This is an optimization exercise on Yosys and OpenROAD, whose aim is small area, not a production implementation. Function was checked by simulation only, so behaviour that the tests miss may differ from the original. Power is estimated from default activity; no workload was simulated.

==> module illum_rx, before the edit <==
module illum_rx (
    input  wire        clk,
    input  wire        rst,               
    input  wire        in_valid,
    input  wire [7:0]  in_data,
    input  wire        in_long,           
    input  wire        in_check_framing,  
    output reg         out_valid,
    output reg         out_long,
    output reg  [2:0]  out_err,
    output reg  [7:0]  out_bcc,
    output reg  [6:0]  out_head,
    output reg  [15:0] out_cmd,
    output reg  [31:0] out_param,
    output reg  [2:0]  out_status,
    output reg         out_low_battery,
    output wire        out_d1_absent,
    output reg         out_d1_neg,
    output reg  [13:0] out_d1_mant,
    output wire [3:0]  out_d1_exp,
    output wire        out_d2_absent,
    output reg         out_d2_neg,
    output reg  [13:0] out_d2_mant,
    output wire [3:0]  out_d2_exp,
    output wire        out_d3_absent,
    output reg         out_d3_neg,
    output reg  [13:0] out_d3_mant,
    output wire [3:0]  out_d3_exp
);
    localparam [7:0] STX = 8'h02;
    localparam [7:0] ETX = 8'h03;
    localparam [7:0] CR  = 8'h0D;
    localparam [7:0] LF  = 8'h0A;
    localparam [7:0] SP  = 8'h20;
    localparam [2:0] S_H1 = 3'b000;
    localparam [2:0] S_H2 = 3'b001;
    localparam [2:0] S_F1 = 3'b100;
    localparam [2:0] S_F2 = 3'b101;
    localparam [2:0] S_F3 = 3'b110;
    localparam [2:0] S_T  = 3'b010;
    reg [2:0] seg;
    reg [2:0] ph;
    reg       chk;       
    reg [3:0] e1, e2, e3;
    wire      sp_ok = e3[0];
    wire      sp_nx = is_sp & (p0 | sp_ok);
    assign out_d1_exp = e1;
    assign out_d2_exp = e2;
    assign out_d3_exp = e3;
    assign out_d1_absent = e1[3] & ~e1[2];
    assign out_d2_absent = e2[3] & ~e2[2];
    assign out_d3_absent = e3[3] & ~e3[2];
    wire [7:0] b = in_data;
    wire       is_dig = (b[7:4] == 4'h3) && (b[3:0] <= 4'd9);
    wire       is_sp  = (b == SP);
    wire p0 = ~ph[2] & ~ph[0];
    wire p1 = ~ph[1] &  ph[0];
    wire p2 = ~ph[2] &  ph[1];
    wire p3 =  ph[2] &  ph[0];
    wire p4 =  ph[1] & ~ph[0];
    wire p5 =  ph[2] & ~ph[1];
    wire in_h1 = (seg == S_H1);
    wire in_h2 = (seg == S_H2);
    wire in_f  = seg[2];
    wire in_t  = (seg == S_T);
    wire seg_end = (in_h2 & p2) | (in_t & p4) | p5;
    reg  [2:0] seg_nx;
    always @(*) begin
        case (seg)
            S_H1:    seg_nx = S_H2;
            S_H2:    seg_nx = out_long ? S_F1 : S_T;
            S_F1:    seg_nx = S_F2;
            S_F2:    seg_nx = S_F3;
            S_F3:    seg_nx = S_T;
            default: seg_nx = S_H1;
        endcase
    end
    always @(posedge clk) begin
        if (rst) begin
            seg       <= S_H1;
            ph        <= 3'b000;
            out_valid <= 1'b0;
        end else begin
            out_valid <= in_valid & in_t & p4;
            if (in_valid) begin
                if (seg_end) begin
                    seg <= seg_nx;
                    ph  <= 3'b000;
                end else begin
                    ph  <= {ph[1:0], ~ph[2]};
                end
            end
        end
    end
    wire        first = (in_h1 & p1) | (in_f & p1);
    wire [9:0]  x = out_d3_mant[9:0] & {10{~first}};
    wire [13:0] h;
    wire [13:0] cy;
    assign h[0]  = b[0];
    assign h[1]  = x[0] ^ b[1];
    assign cy[2] = x[0] & b[1];
    assign h[2]  = x[1] ^ b[2] ^ cy[2];
    assign cy[3] = ((x[1] & b[2]) | (x[1] & cy[2]) | (b[2] & cy[2])) | b[3];
    genvar gi;
    generate
        for (gi = 3; gi <= 10; gi = gi + 1) begin : g_fa
            wire a_ = x[gi-3];
            wire b_ = x[gi-1];
            assign h[gi]    = a_ ^ b_ ^ cy[gi];
            assign cy[gi+1] = (a_ & b_) | (a_ & cy[gi]) | (b_ & cy[gi]);
        end
    endgenerate
    assign h[11]  = x[8] ^ cy[11];
    assign cy[12] = x[8] & cy[11];
    assign h[12]  = x[9] ^ cy[12];
    assign h[13]  = x[9] & cy[12];
    wire [3:0] nib = p1 ? out_bcc[7:4] : out_bcc[3:0];
    wire       nib_let = nib[3] & (nib[2] | nib[1]);
    wire [2:0] nib_m1  = nib[2:0] - 3'd1;
    wire       hex_ok  = nib_let ? ((b[7:6] == 2'b01) && (b[4:3] == 2'b00) && (b[2:0] == nib_m1))
                                 : ((b[7:4] == 4'h3) && (b[3:0] == nib));
    wire meas_bad = (sp_ok & ~is_sp & ~p1) | (~is_dig & ~(sp_ok & is_sp));
    always @(posedge clk) begin
        if (in_valid) begin
            if (in_h1 & p0) begin
                out_long <= in_long;
                chk      <= in_check_framing;
            end
            if (in_h1 & p0)
                out_bcc <= 8'h00;
            else if (~(in_t & ~p0))
                out_bcc <= out_bcc ^ b;
            if (in_h1 & p1)
                out_d3_mant <= h;
            if (in_h1 & p2)
                out_head <= h[6:0];
            if ((in_h1 & (p3 | p4 | p5)) | in_h2)
                {out_cmd, out_param} <= {out_cmd[7:0], out_param, b};
            if (in_f & p0) begin
                out_d1_neg  <= out_d2_neg;
                out_d2_neg  <= out_d3_neg;
                out_d3_neg  <= (b == 8'h2D);
                out_d1_mant <= out_d2_mant;
                out_d2_mant <= out_d3_mant;
                e1 <= e2;
                e2 <= e3;
            end
            if (in_f & (p1 | p2 | p3 | p4)) begin
                out_d3_mant <= h;
            end
            if (in_f)
                e3[0] <= p5 ? b[0] : sp_nx;
            if (in_f & p5)
                e3[3:1] <= sp_nx ? 3'b100 : {~(b[3] ^ b[2]), ~b[2], b[1]};
            if (in_h1 & p0)
                out_err <= (in_check_framing && b != STX) ? 3'd1 : 3'd0;
            if (in_h1 & (p1 | p2) & ~is_dig & (out_err == 3'd0))
                out_err <= 3'd3;
            if (in_f & ~p0 & meas_bad & (out_err == 3'd0))
                out_err <= seg;
            if (in_t & (p1 | p2) & ~hex_ok & (out_err != 3'd1))
                out_err <= 3'd2;
            if (in_t & chk & ((p0 & b != ETX) | (p3 & b != CR) | (p4 & b != LF)))
                out_err <= 3'd1;
        end
    end
    wire [7:0] s1 = out_param[23:16];
    wire [7:0] s3 = out_param[7:0];
    always @(*) begin
        case (s1)
            8'h20, 8'h37: out_status = 3'd0;
            8'h35:        out_status = 3'd1;
            8'h31:        out_status = 3'd2;
            8'h32:        out_status = 3'd3;
            8'h33:        out_status = 3'd4;
            default:      out_status = 3'd7;
        endcase
        case (s3)
            8'h30, 8'h32: out_low_battery = 1'b0;
            8'h31, 8'h33: out_low_battery = 1'b1;
            default: begin
                out_low_battery = 1'b0;
                out_status      = 3'd7;
            end
        endcase
    end
endmodule
Settings: LEC_CHECK=0, CAP_MARGIN=20, CORE_MARGIN=2, CORE_UTILIZATION=40, SLEW_MARGIN=20; clock period 10.0 ns.
standard.sh (not shown) runs the stock make flow with config.mk's settings and CLKGATE_MAP_FILE= SYNTH_SCRIPT=/design/flow/synth_recipe.tcl, a recipe that flattens the netlist after the stock synthesis.
==> flow/flow/run.sh <==
#!/bin/bash
# Standard ORFS layout (the standard.sh, standard synthesis unchanged),
# with smaller cells for the port buffers and the clock tree, and no CTS
# dummy loads. Each step's full output stays in orfs/logs; make's own output
# goes to flow.log here.
set -euo pipefail
cd "$(dirname "$0")/.."
export BUFFER_PORTS_ARGS="-buffer_cell sky130_fd_sc_hd__buf_1"
export CTS_ARGS="-sink_clustering_enable -repair_clock_nets -dont_use_dummy_load -buf_list sky130_fd_sc_hd__clkbuf_4"
bash standard.sh finish > flow.log 2>&1
Edit:
--- a/flow/design.v
+++ b/flow/design.v
@@ -41,9 +41,8 @@
     reg [2:0] seg;
     reg [2:0] ph;
     reg       chk;       
+    reg       sp_ok;     
     reg [3:0] e1, e2, e3;
-    wire      sp_ok = e3[0];
-    wire      sp_nx = is_sp & (p0 | sp_ok);
     assign out_d1_exp = e1;
     assign out_d2_exp = e2;
     assign out_d3_exp = e3;
@@ -115,10 +114,9 @@
     assign h[12]  = x[9] ^ cy[12];
     assign h[13]  = x[9] & cy[12];
     wire [3:0] nib = p1 ? out_bcc[7:4] : out_bcc[3:0];
-    wire       nib_let = nib[3] & (nib[2] | nib[1]);
-    wire [2:0] nib_m1  = nib[2:0] - 3'd1;
-    wire       hex_ok  = nib_let ? ((b[7:6] == 2'b01) && (b[4:3] == 2'b00) && (b[2:0] == nib_m1))
-                                 : ((b[7:4] == 4'h3) && (b[3:0] == nib));
+    wire       hex_ok = (b[7:4] == 4'h3) ? (b[3:0] == nib && !(nib[3] && (nib[2] || nib[1]))) :
+                        (b[7:6] == 2'b01 && b[4:3] == 2'b00) ?
+                            (nib[3] && (nib[2] || nib[1]) && nib[2:0] == b[2:0] + 3'd1) : 1'b0;
     wire meas_bad = (sp_ok & ~is_sp & ~p1) | (~is_dig & ~(sp_ok & is_sp));
     always @(posedge clk) begin
         if (in_valid) begin
@@ -126,9 +124,9 @@
                 out_long <= in_long;
                 chk      <= in_check_framing;
             end
-            if (in_h1 & p0)
-                out_bcc <= 8'h00;
-            else if (~(in_t & ~p0))
+            if (in_h1 & p1)
+                out_bcc <= b;
+            else if (~(in_h1 & p0) & ~(in_t & ~p0))
                 out_bcc <= out_bcc ^ b;
             if (in_h1 & p1)
                 out_d3_mant <= h;
@@ -144,14 +142,14 @@
                 out_d2_mant <= out_d3_mant;
                 e1 <= e2;
                 e2 <= e3;
+                sp_ok <= is_sp;
             end
             if (in_f & (p1 | p2 | p3 | p4)) begin
                 out_d3_mant <= h;
+                sp_ok <= sp_ok & is_sp;
             end
-            if (in_f)
-                e3[0] <= p5 ? b[0] : sp_nx;
             if (in_f & p5)
-                e3[3:1] <= sp_nx ? 3'b100 : {~(b[3] ^ b[2]), ~b[2], b[1]};
+                e3 <= (sp_ok & is_sp) ? 4'b1000 : {~(b[3] ^ b[2]), ~b[2], b[1:0]};
             if (in_h1 & p0)
                 out_err <= (in_check_framing && b != STX) ? 3'd1 : 3'd0;
             if (in_h1 & (p1 | p2) & ~is_dig & (out_err == 3'd0))
Result: Power rises by 6.3%. Sequential share of layout area falls by 0.96 points. Core utilization falls by 0.45 points. Setup slack gets better by 0.22 ns. Cell area rises by 2.3%. Clock skew barely changes. Die area rises by 1.6%. Area after synthesis rises by 1.6%. Wire length rises by about 3.6%. First-iteration DRC count falls by about 27%. Hold slack hardly moves. Sequential cell count rises by 1. Combinational power rises by 42%. Global-route usage rises by 0.27 points.

[afterwards: timing with drivers on the ports]
Ports are ideal in the flow. The routed layouts listed here were re-timed in OpenROAD. Step 1 assumes that a clkbuf_16 drives the clock port and a buf_2 every other input. Step 2 adds t to the input delays and takes it off the output delays; t is the mean of the earliest and latest rising clock arrival at the registers after step 1. Input paths then give back, and output paths get back, about the clock's delay inside the block. Slacks: no drivers / after step 1 / after step 2; pairs: no drivers / after step 1.
| run | shift t [ns] | setup WS [ns] | clock arrival spread, ns |
|---|---|---|---|
| the first run | 0.530 | 3.732 / 3.743 / 3.214 | 0.039 / 0.039 |
| the second run | 0.536 | 3.949 / 3.958 / 3.422 | 0.028 / 0.028 |
After both steps setup and hold are still met in every run listed. For the second run, which loses most, drivers alone change the setup slack by +0.009 ns; drivers and shift together by -0.527 ns.
